This design comes from an exercise in tuning for small area, a short achievable clock period and few clock cycles on the open sky130 flow, not from production work. Only simulation tests tie the RTL to the original design; equivalence was not proved. No activity file was given, so power comes from the tool's default toggle rates.

==> constraint.sdc <==
create_clock -name core_clock -period 8.0 [get_ports {clk}]
set_input_delay 1.6000 -clock core_clock [delete_from_list [all_inputs] [get_ports {clk}]]
set_output_delay 1.6000 -clock core_clock [all_outputs]
set_load 0.01 [all_outputs]
==> run.sh <==
#!/bin/bash
# synth_recipe.tcl (not shown) runs the flow's synth.tcl, then flattens the netlist and writes it again
# the make line also repeats each setting of config.mk as NAME=value (left out here)
make -C /OpenROAD-flow-scripts/flow DESIGN_CONFIG=/design/flow/config.mk WORK_HOME=/design/flow/orfs CLKGATE_MAP_FILE= SYNTH_SCRIPT=/design/flow/synth_recipe.tcl finish
==> config.mk <==
export PLATFORM = sky130hd
export DESIGN_NAME = cs281_dl_rx
export DESIGN_NICKNAME = cs281_dl_rx
export VERILOG_FILES = /design/flow/design.v
export SDC_FILE = /design/flow/constraint.sdc
export NUM_CORES = 4
export LEC_CHECK = 0
export CAP_MARGIN = 20
export CORE_MARGIN = 2
export CORE_UTILIZATION = 40
export PLACE_DENSITY = 0.6
export SLEW_MARGIN = 20
==> design.v <==
module cs281_dl_rx (
    input  wire       clk,
    input  wire       rst,         
    input  wire       in_valid,
    input  wire [7:0] in_data,
    output wire       in_ready,
    output wire       ev_valid,
    input  wire       ev_ready,
    output wire [1:0] ev_kind,
    output wire [7:0] ev_data,
    output wire       ev_last,
    output wire [7:0] fault
);
    localparam [7:0] START = 8'h7B;
    localparam [7:0] STOP  = 8'h7D;
    localparam [7:0] ESC   = 8'h5C;
    localparam integer N  = 64;         
    localparam integer RP = 18;         
    localparam integer SQ = 16;         
    localparam [5:0] DR_AL = N - RP;    
    localparam [5:0] DW_EM = 1 - RP;    
    localparam [1:0] KIND_BYTE     = 2'd0;
    localparam [1:0] KIND_EMPTY    = 2'd1;
    localparam [1:0] KIND_MISMATCH = 2'd2;
    localparam [1:0] KIND_FRAMING  = 2'd3;
    reg  [7:0] ring [0:N-1];
    reg  [5:0] dr, dw;
    reg        rempty;
    wire       wr;                      
    wire       consume;                 
    integer i;
    always @(posedge clk) begin
        ring[0] <= wr ? in_data : ring[N-1];
        for (i = 1; i < N; i = i + 1)
            ring[i] <= ring[i-1];
    end
    wire wr_ok = rempty || (dw == 6'd1 && dr != 6'd1);
    wire rd_al = !rempty && dr == DR_AL;
    always @(posedge clk) begin
        if (rst) begin
            rempty <= 1'b1;
        end else begin
            rempty <= !wr && (rempty || (consume && dw == DW_EM));
            dw <= wr ? 6'd1 : dw - 6'd1;
            dr <= (wr && rempty) ? 6'd0 : consume ? dr : dr - 6'd1;
        end
    end
    reg  [6:0] qlen;                    
    reg        p_esc, p_par, p_hi0, p_b0;    
    reg        wesc, wpar;              
    reg        q0s;                     
    reg        f_any, f_ovf;            
    reg  [SQ-1:0] sq;                   
    reg  [4:0] sqn;
    wire q_full  = qlen[6];
    wire q_empty = (qlen == 7'd0);
    wire sq_full = sqn[4];
    wire sq_ne   = (sqn != 5'd0);
    assign in_ready = !f_any && !sq_full && (q_full || wr_ok);
    wire accept = in_valid && in_ready;
    assign wr = accept && !q_full;
    wire comp = (in_data == STOP) && !q_empty && !p_esc;
    wire push = wr && comp;
    wire good = p_hi0 && (p_b0 == wpar);
    wire pop;
    always @(posedge clk) begin
        if (rst) begin
            qlen  <= 7'd0;
            wesc  <= 1'b0;
            wpar  <= 1'b0;
            f_any <= 1'b0;
            f_ovf <= 1'b0;
        end else if (accept) begin
            if (q_full) begin
                f_any <= 1'b1;
                f_ovf <= 1'b1;
            end else if (comp) begin
                qlen <= 7'd0;
                wesc <= 1'b0;
                wpar <= 1'b0;
                if (!q0s) f_any <= 1'b1;
            end else begin
                qlen <= qlen + 7'd1;
                if (qlen >= 7'd2) begin
                    if (wesc)       begin wpar <= wpar ^ p_par; wesc <= 1'b0; end
                    else if (p_esc) wesc <= 1'b1;
                    else            wpar <= wpar ^ p_par;
                end
            end
        end
    end
    always @(posedge clk) begin
        if (wr) begin
            p_esc <= (in_data == ESC);
            p_par <= ^in_data;
            p_hi0 <= (in_data[7:1] == 7'd0);
            p_b0  <= in_data[0];
            if (q_empty) q0s <= (in_data == START);
        end
    end
    integer k;
    always @(posedge clk) begin
        if (rst) begin
            sqn <= 5'd0;
        end else begin
            sqn <= sqn + {4'd0, push} - {4'd0, pop};
        end
        for (k = 0; k < SQ; k = k + 1) begin
            if (push && ((pop ? sqn - 5'd1 : sqn) == k))
                sq[k] <= good;
            else if (pop)
                sq[k] <= (k == SQ - 1) ? 1'b0 : sq[k+1];
        end
    end
    reg r_pos0, r_esc, r_emit, r_stop;
    wire [7:0] c  = ring[RP];
    wire [7:0] n1 = ring[RP-1];
    wire [7:0] n2 = ring[RP-2];
    wire [7:0] n3 = ring[RP-3];
    wire c_start = (c == START);
    wire c_esc   = (c == ESC);
    wire n1_esc  = (n1 == ESC);
    wire rc_here = (n1 == STOP) && !c_esc;
    wire la      = ((n2 == STOP) && !n1_esc) || (n1_esc && (n3 == STOP) && (n2 != ESC));
    wire st_good = sq[0];
    wire active = rd_al && sq_ne;
    reg       emit;
    reg [1:0] kind;
    always @(*) begin
        emit = 1'b0;
        kind = KIND_BYTE;
        if (r_stop) begin
            emit = 1'b0;
        end else if (r_pos0) begin
            if (!c_start) begin
                emit = 1'b1; kind = KIND_FRAMING;
            end else if (rc_here) begin
                emit = 1'b1; kind = KIND_MISMATCH;
            end
        end else if (rc_here) begin
            if (!st_good) begin
                emit = 1'b1; kind = KIND_MISMATCH;
            end else if (!r_emit) begin
                emit = 1'b1; kind = KIND_EMPTY;
            end
        end else if (r_esc || !c_esc) begin
            emit = st_good;
        end
    end
    assign ev_valid = active && emit;
    assign ev_kind  = kind;
    assign ev_data  = c;
    assign ev_last  = (kind != KIND_BYTE) || la;
    assign consume  = active && (!emit || ev_ready);
    assign pop      = consume && (r_stop || (r_pos0 && !c_start));
    always @(posedge clk) begin
        if (rst) begin
            r_pos0 <= 1'b1;
            r_esc  <= 1'b0;
            r_emit <= 1'b0;
            r_stop <= 1'b0;
        end else if (consume) begin
            if (r_stop) begin
                r_pos0 <= 1'b1;
                r_esc  <= 1'b0;
                r_emit <= 1'b0;
                r_stop <= 1'b0;
            end else if (r_pos0) begin
                r_pos0 <= 1'b0;
                if (rc_here) r_stop <= 1'b1;
                if (!c_start) r_pos0 <= 1'b1;
            end else if (rc_here) begin
                r_stop <= 1'b1;
            end else if (!r_esc && c_esc) begin
                r_esc <= 1'b1;
            end else begin
                r_esc  <= 1'b0;
                if (st_good) r_emit <= 1'b1;
            end
        end
    end
    assign fault = {2'b00, f_any, f_ovf, 4'b0000};
endmodule
==> run notes <==
status no timing/DRC/antenna violations; GRT met1 Usage 0.1623; DR iter-0 viols approximately 310; Initial Util 0.4081; sequential fraction of the synthesis area 0.8251; hold path start ring[13][0]; worst slew pin tran around 0.90 ns; Leakage Power 6.496 nW; Synth Instances 932; grt met2 use 0.1513; PortBufs 26; mean post-synth cell area around 15 um^2; DP HPWL 11780 um; number of max-cap violations 0; die span in y roughly 190 um; die area 36850 um^2; Yosys reg bits 566; hold-fix buffers at CTS 0; Final Cycle Share 0.6060; Cell Area, Synth 14130 um^2; critical path launch point ring[18][1]; via count 6360; YS warnings 2; final hold violations 0; fmax ~210 MHz; Worst setup SP type register; endpoints failing setup 0; Clock Skews 0.02028 ns; Crit path top cell by count nor2_1; worst-skew pair later-pin latency around 0.55 ns; synth cell count leaders 533 x dfxtp_1, 44 x nor2_1, 43 x nand2_1; GRT Total Usage 0.1093; remaining antenna violation count 0; initial antenna violation count 1; setup slack, reg-to-reg 3.57 ns; post-cts resize count 0; final hold slack ~0.32 ns; CTS buffer count 50; core area 34630 um^2; clock sinks between 500 and 600; CP arrival 3.25 ns; routability cong. 0.8250; maximum fanout along the worst path 6; largest net degree at the start of global routing 21; CP max stage delay ~0.61 ns; Netlist cell types just over 70; post-CTS setup buffers 0; count leader, synth dfxtp_1; Post-Place Cells between 1000 and 1500; TritonCTS clock tree done; final wirelength around 19000 um; Rows 68; dominant cell type by area after synthesis dfxtp_1; Slowest-stage cell, CP or4b_4; R2R cell count 16; fin crit period 4.848 ns; crit end category output pin; worst vdd ir roughly 0.00020 V; synth top area cells dfxtp_1 76%, edfxtp_1 7.0%, ha_1 2.5%; relative slew slack 0.3998; IO Count 33; Post-synth ARST share 0; first-pass GRT wire length 31870 um; RSZ-0062 raised after global routing no; vias in the first global route 6325; fin nets 1033; CTS H-tree lvls 2; share of cells above drive strength 1 0.09473; hold crit path type reg2reg; area growth from synthesis to layout 16.48%; clk buf depth 3; number of remaining DRC errors 0; drt pass-1 iters 4; Congestion Overflow GR 0; Worst EP required 6.40 ns; CP cell instances or4b_4 > or2_0 > nand2_1 > nor2_1 > o21a_1 > nor2_1 > nand3_1 > clkdlybuf4s50_1; global route hottest layer met1; top cell type's share of synthesized area 0.7550; Via density 4.300; Clock transition at path regs 0.06 ns; number of synthesized flops with an enable pin 33; Cell Pwr Density 329.6 nW/um^2; DIE WIDTH 192.0 um; max-slew violation count 0; setup_tns 0 ns; critical path class reg2out; n_diodes 0; fin util 0.4754; Synth Flop Type dfxtp_1; capture point of the worst path ev_last; Root Driver clkbuf_16; r2r endpoint sqn[4]; worst r2r src dw[1]; routing usage on met3 0.02796; WL/cell roughly 13 um; final std cells w/o fill 1479
state kept, by name, indices dropped and copies added, names as in the netlist, 5 cells and up:
register and count:
sqn 5, sq 16, qlen 7, ring 512, dr 6, dw 6
metrics by stage:
stage / setup slack [ns] / total power [mW] / area [um^2]
2_1_floorplan: 3.640 / 3.157 / 14150
3_3_place_gp: 3.124 / 3.201 / 14860
3_5_place_dp: 3.112 / 3.203 / 14860
4_1_cts: 3.097 / 5.506 / 16460
5_1_grt: 2.966 / 5.651 / 16460
6_report: 3.152 / 5.425 / 16460
worst max-delay path, delay by kind of cell, from the launching register on:
| family | cells | cell delay, ns |
|---|---|---|
| buf+inv | 1 | 0.51 |
| simple gates | 6 | 1.64 |
| flops | 1 | 0.38 |
| compound gates | 1 | 0.19 |
how the worst min path moves through the flow:
stage                        endpoint  cells after the start
after floorplan           ring[10][0]                      0
after global placement    ring[62][2]                      0
after detailed placement   ring[2][4]                      0
after CTS                 ring[14][0]                      0
after global routing      ring[51][3]                      0
final                     ring[14][0]                      0
cells in the final DEF, fill, tap and decap left out, types with 5 or more instances in the layout:
cell type	count
dfxtp_1	533
clkbuf_16	54
nor2_1	44
nand2_1	43
edfxtp_1	33
ha_1	28
clkdlybuf4s50_1	26
inv_1	25
o21ai_0	24
a21oi_1	15
clkbuf_1	13
nor3_1	11
xnor2_1	10
mux2_2	10
xor2_1	9
nor2b_1	9
or3_1	7
nand3_1	7
nand4b_1	7
o22ai_1	6
conb_1	6
o31a_1	5
routing by layer:
layer / vias to the layer above / share of wire / wire [um]
met4: 0 / 0.024 / 449
li1: 3214 / - / -
met1: 3003 / 0.54 / 10290
met5: - / 0 / 0
met3: 34 / 0.046 / 875
met2: 109 / 0.39 / 7454
layout make-up:
class / count / area (um^2)
fill: 3011 / 18170
sequential: 566 / 11660
multi-input combinational: 321 / 2260
clock buffer: 71 / 1455
tap: 455 / 569.3
timing repair buffer: 27 / 267.8
clock inverter: 13 / 150.1
inverter: 26 / 97.59
cells by family (layout without fill, tap and decap cells):
family | Yosys count | count (layout) | share of synthesized area
AND/OR/NAND/NOR | 163 | 163 | 0.06082
other | 1 | 6 | 0.0002653
buffers and inverters | 50 | 137 | 0.01629
AO/OA/AOI/OAI | 87 | 87 | 0.04586
adder cells (fa/ha/maj) | 29 | 29 | 0.02621
XOR/XNOR | 19 | 19 | 0.01178
multiplexers | 17 | 17 | 0.01363
flip-flops | 566 | 566 | 0.8251
report_power, final:
| part | total, mW | switching [mW] | internal, mW |
|---|---|---|---|
| sequential | 3.07 | 0.0520 | 3.02 |
| combinational | 0.0727 | 0.0401 | 0.0326 |
| clock | 2.28 | 0.948 | 1.34 |
| total | 5.42 | 1.04 | 4.38 |
Testbench counts, summed over its fixed seeds: cycles 24,376.

-- port drivers added, routing unchanged --
Ports are ideal in the flow. The routed layout listed here was re-timed in OpenROAD.
Step 1, drivers: a clkbuf_16 drives clk and a buf_2 each remaining input, both assumed.
Step 2 moves the port delays by t, midway between the first and last clock arrival at a register: inputs arrive t later, outputs are due t later. That takes back most of the time a late clock gives input paths.
Slacks: no drivers / after step 1 / after step 2; pairs: no drivers / after step 1.
shift t [ns]: 0.587
setup WS [ns]: 3.152 / 3.106 / 3.116
hold WS [ns]: 0.316 / 0.316 / 0.316
worst setup path after step 2: input to register
latest minus earliest clock arrival (ns): 0.022 / 0.022
After both steps this run still meets setup and hold. For this run, drivers alone change the setup slack by -0.046 ns; drivers and shift together by -0.036 ns.
